Source: an optimization exercise on an open RTL-to-GDS flow (aim: small area, a short achievable clock period and few clock cycles). Production flows keep margins and buffers that such runs may drop. Only simulation tests tie the RTL to the original design; equivalence was not proved. Power is estimated from default activity; no workload was simulated.

Setup of run A:
// pwe_encoder
module pwe_encoder (
    input  wire         clk,
    input  wire         rst,
    input  wire         req_valid,
    output wire         req_ready,
    input  wire [15:0]  req_opcode,
    input  wire [15:0]  req_version,
    input  wire [31:0]  req_request_id,
    input  wire [31:0]  f_status,
    input  wire [31:0]  f_word,
    input  wire [31:0]  f_vnet_id,
    input  wire [15:0]  f_vlan_id,
    input  wire [15:0]  f_port,
    input  wire [7:0]   f_src_prefix_len,
    input  wire [7:0]   f_dst_prefix_len,
    input  wire [47:0]  f_mac,
    input  wire [47:0]  f_mac2,
    input  wire [127:0] f_ip,
    input  wire [127:0] f_ip2,
    output wire         tx_valid,
    input  wire         tx_ready,
    output wire [7:0]   tx_data,
    output wire         tx_last,
    output reg          ev_valid,
    output wire [7:0]   ev_code,
    output wire [15:0]  ev_opcode,
    output wire [31:0]  ev_request_id
);
Settings: LEC_CHECK=0, CAP_MARGIN=20, CORE_MARGIN=2, CORE_UTILIZATION=30, PLACE_DENSITY=0.5, SETUP_SLACK_MARGIN=3.5, SLEW_MARGIN=20; clock period 6.0 ns.
standard.sh (not shown) runs the stock make flow with config.mk's settings and CLKGATE_MAP_FILE= SYNTH_SCRIPT=/design/flow/synth_recipe.tcl, a recipe that flattens the netlist after the stock synthesis.
==> flow/flow/run.sh <==
#!/bin/bash
# Standard ORFS layout; the port buffers are the smallest buffer cell
# (buf_1) instead of the cell buffer_ports picks by default.
set -euo pipefail
bash standard.sh "BUFFER_PORTS_ARGS=-buffer_cell sky130_fd_sc_hd__buf_1" finish > orfs_make.log 2>&1
Run A finished every stage and its layout cleared the timing, DRC and antenna checks.
Testbench counts of run A, summed over its fixed seeds: cycles 147,057.
For run B, these inputs were changed with respect to run A:
- PLACE_DENSITY changed from 0.5 to 0.4
- SETUP_SLACK_MARGIN changed from 3.5 to 3.2
Per the comparison of run B with run A, cell area after placement shows a reduction of 1.6%, met1 track utilization from global routing shows a reduction of 0.37 points. Run B reached the final stage; the timing, DRC and antenna checks on its layout passed. Compared to run A, run B has proportion of power drawn by combinational gates 5.1 points lower. Between run A and run B, arrival time reported for the critical path endpoint is higher for run B, run A comes in under that. [run B] portion of total power attributed to the clock network rose 2.0 points relative to run A. Summary of run B over run A: worst setup slack fell 0.14 ns; register area stayed essentially flat; count of clock-buffer cells in the layout moved up.
Edits applied to the flow inputs when going from run B to run C:
- GPL_TIMING_DRIVEN: unset -> 0
- PLACE_DENSITY: 0.4 -> 0.5
Findings:
Run C did not stop at any stage, and its layout met the timing, DRC and antenna checks.
Cmp run C vs run B: summed area of non-filler cells in the final layout higher in run C
The utilization after layout in run C sits 1.2 points above the value recorded for run B.
Lower worst setup slack among run C and run B: run C
Run C vs. run B: areal power density over the cells shows an increase of 15 nW/um2, layout-stage area growth over the synthesis result now larger, global-route met3 utilization has increased, first-pass GRT wire length rose about 5%.
Ratio of routed vias to standard cells for run C is higher than for run B.
Between run B and run C, clock insertion delay at the later pin of the skew report increased.
Taking run B as the reference point, the initial antenna violation count of run C falls by 7.
Going from run B to run C, non-clock buffer count grows by 10%.
The following lists how run D was set up differently from run C:
- GPL_TIMING_DRIVEN: 0 -> unset
- SETUP_SLACK_MARGIN: 3.2 -> 3.3
==> comparison <==
- Diff run C -> run D: total negative setup slack barely changed, footprint of the flip-flops and latches barely changed, number of iterations in the first detailed-routing pass dropped 1, antenna diode count climbed 14, global-route wire length before repair dropped 5.4%.
For run E, these inputs were changed with respect to run D:
- SLEW_MARGIN: 20 -> 5
- SETUP_SLACK_MARGIN: 3.3 -> 3.2
- CAP_MARGIN: 20 -> 5
[summary]
Of the two values seen for critical path startpoint, f_status[24] was produced by run D and hw_r[12] by run E.
Of the two values seen for critical path class, in -> reg was produced by run D and reg -> reg by run E.
Of run E and run D, the run reporting the lower worst reg-to-reg setup slack was run E.
Looking at post-route standard cell area excluding fillers, run E sits below run D.
Run D vs run E, end of the critical path: hw_r[8] vs crc[19]
Changes observed in run E relative to run D: weighted congestion at the end of routability-driven global placement went up 0.037, layout-stage area growth over the synthesis result went down 2.0 points.
Per the comparison of run E with run D, number of global-route vias before repair down 1.6%; routed wire length down 2.3%; number of search-and-repair iterations in the first detailed-routing pass up 2.
> inputs changed (run E -> run F)
- setting CTS_BUF_LIST to sky130_fd_sc_hd__clkbuf_8 for the first time
- changing SLEW_MARGIN from 5 to 20
- changing CAP_MARGIN from 5 to 20
Notes after the runs:
Run F ended with more shortest period the worst path allows than run E. Run F has post-CTS clock slew at the launch and capture registers of the worst setup and hold paths above what run E had. Changes observed in run F relative to run E: instance area after placement held steady, critical path depth shrank by 1. The sum of routed wire length over all layers on run E is in line with that on run F. Looking at sequential share of layout area, run F sits 0.59 points higher than run E does. When the final numbers for run F and run E were put side by side, the critical path data required time turned out to be smaller in run E. Lower maximum clock frequency was reported by run F, not run E. The fraction of area in multi-input gates of run F exceeds that of run E by 0.96 points.

what the ideal ports hide:
Ports are ideal in the flow. The routed layouts listed here were re-timed in OpenROAD. Step 1, drivers: a clkbuf_16 drives clk and a buf_2 each remaining input, both assumed. Step 2 adds t to the input delays and takes it off the output delays; t is the mean of the earliest and latest rising clock arrival at the registers after step 1. Input paths then give back, and output paths get back, about the clock's delay inside the block. Slacks: ideal / step 1 / step 2; pairs: ideal / step 1.
run | shift t [ns] | setup WS [ns] | hold slack, ns | latest minus earliest clock arrival (ns) | worst slew at a driven data input, ns
run A | 0.502 | 3.263 / 3.263 / 2.916 | 0.441 / 0.441 / 0.441 | 0.010 / 0.011 | 0.17
run B | 0.491 | 3.127 / 3.127 / 2.674 | 0.444 / 0.444 / 0.444 | 0.016 / 0.016 | 0.17
run C | 0.512 | 3.056 / 3.056 / 2.674 | 0.437 / 0.437 / 0.437 | 0.010 / 0.011 | 0.18
run D | 0.509 | 3.170 / 3.195 / 2.686 | 0.447 / 0.447 / 0.447 | 0.025 / 0.026 | 0.25
run E | 0.495 | 3.151 / 3.151 / 2.735 | 0.444 / 0.444 / 0.444 | 0.024 / 0.024 | 0.25
run F | 0.538 | 3.057 / 3.058 / 2.542 | 0.449 / 0.449 / 0.449 | 0.027 / 0.027 | 0.24
After both steps setup and hold are still met in every run listed. For run F, which loses most, drivers alone change the setup slack by +0.001 ns; drivers and shift together by -0.515 ns.
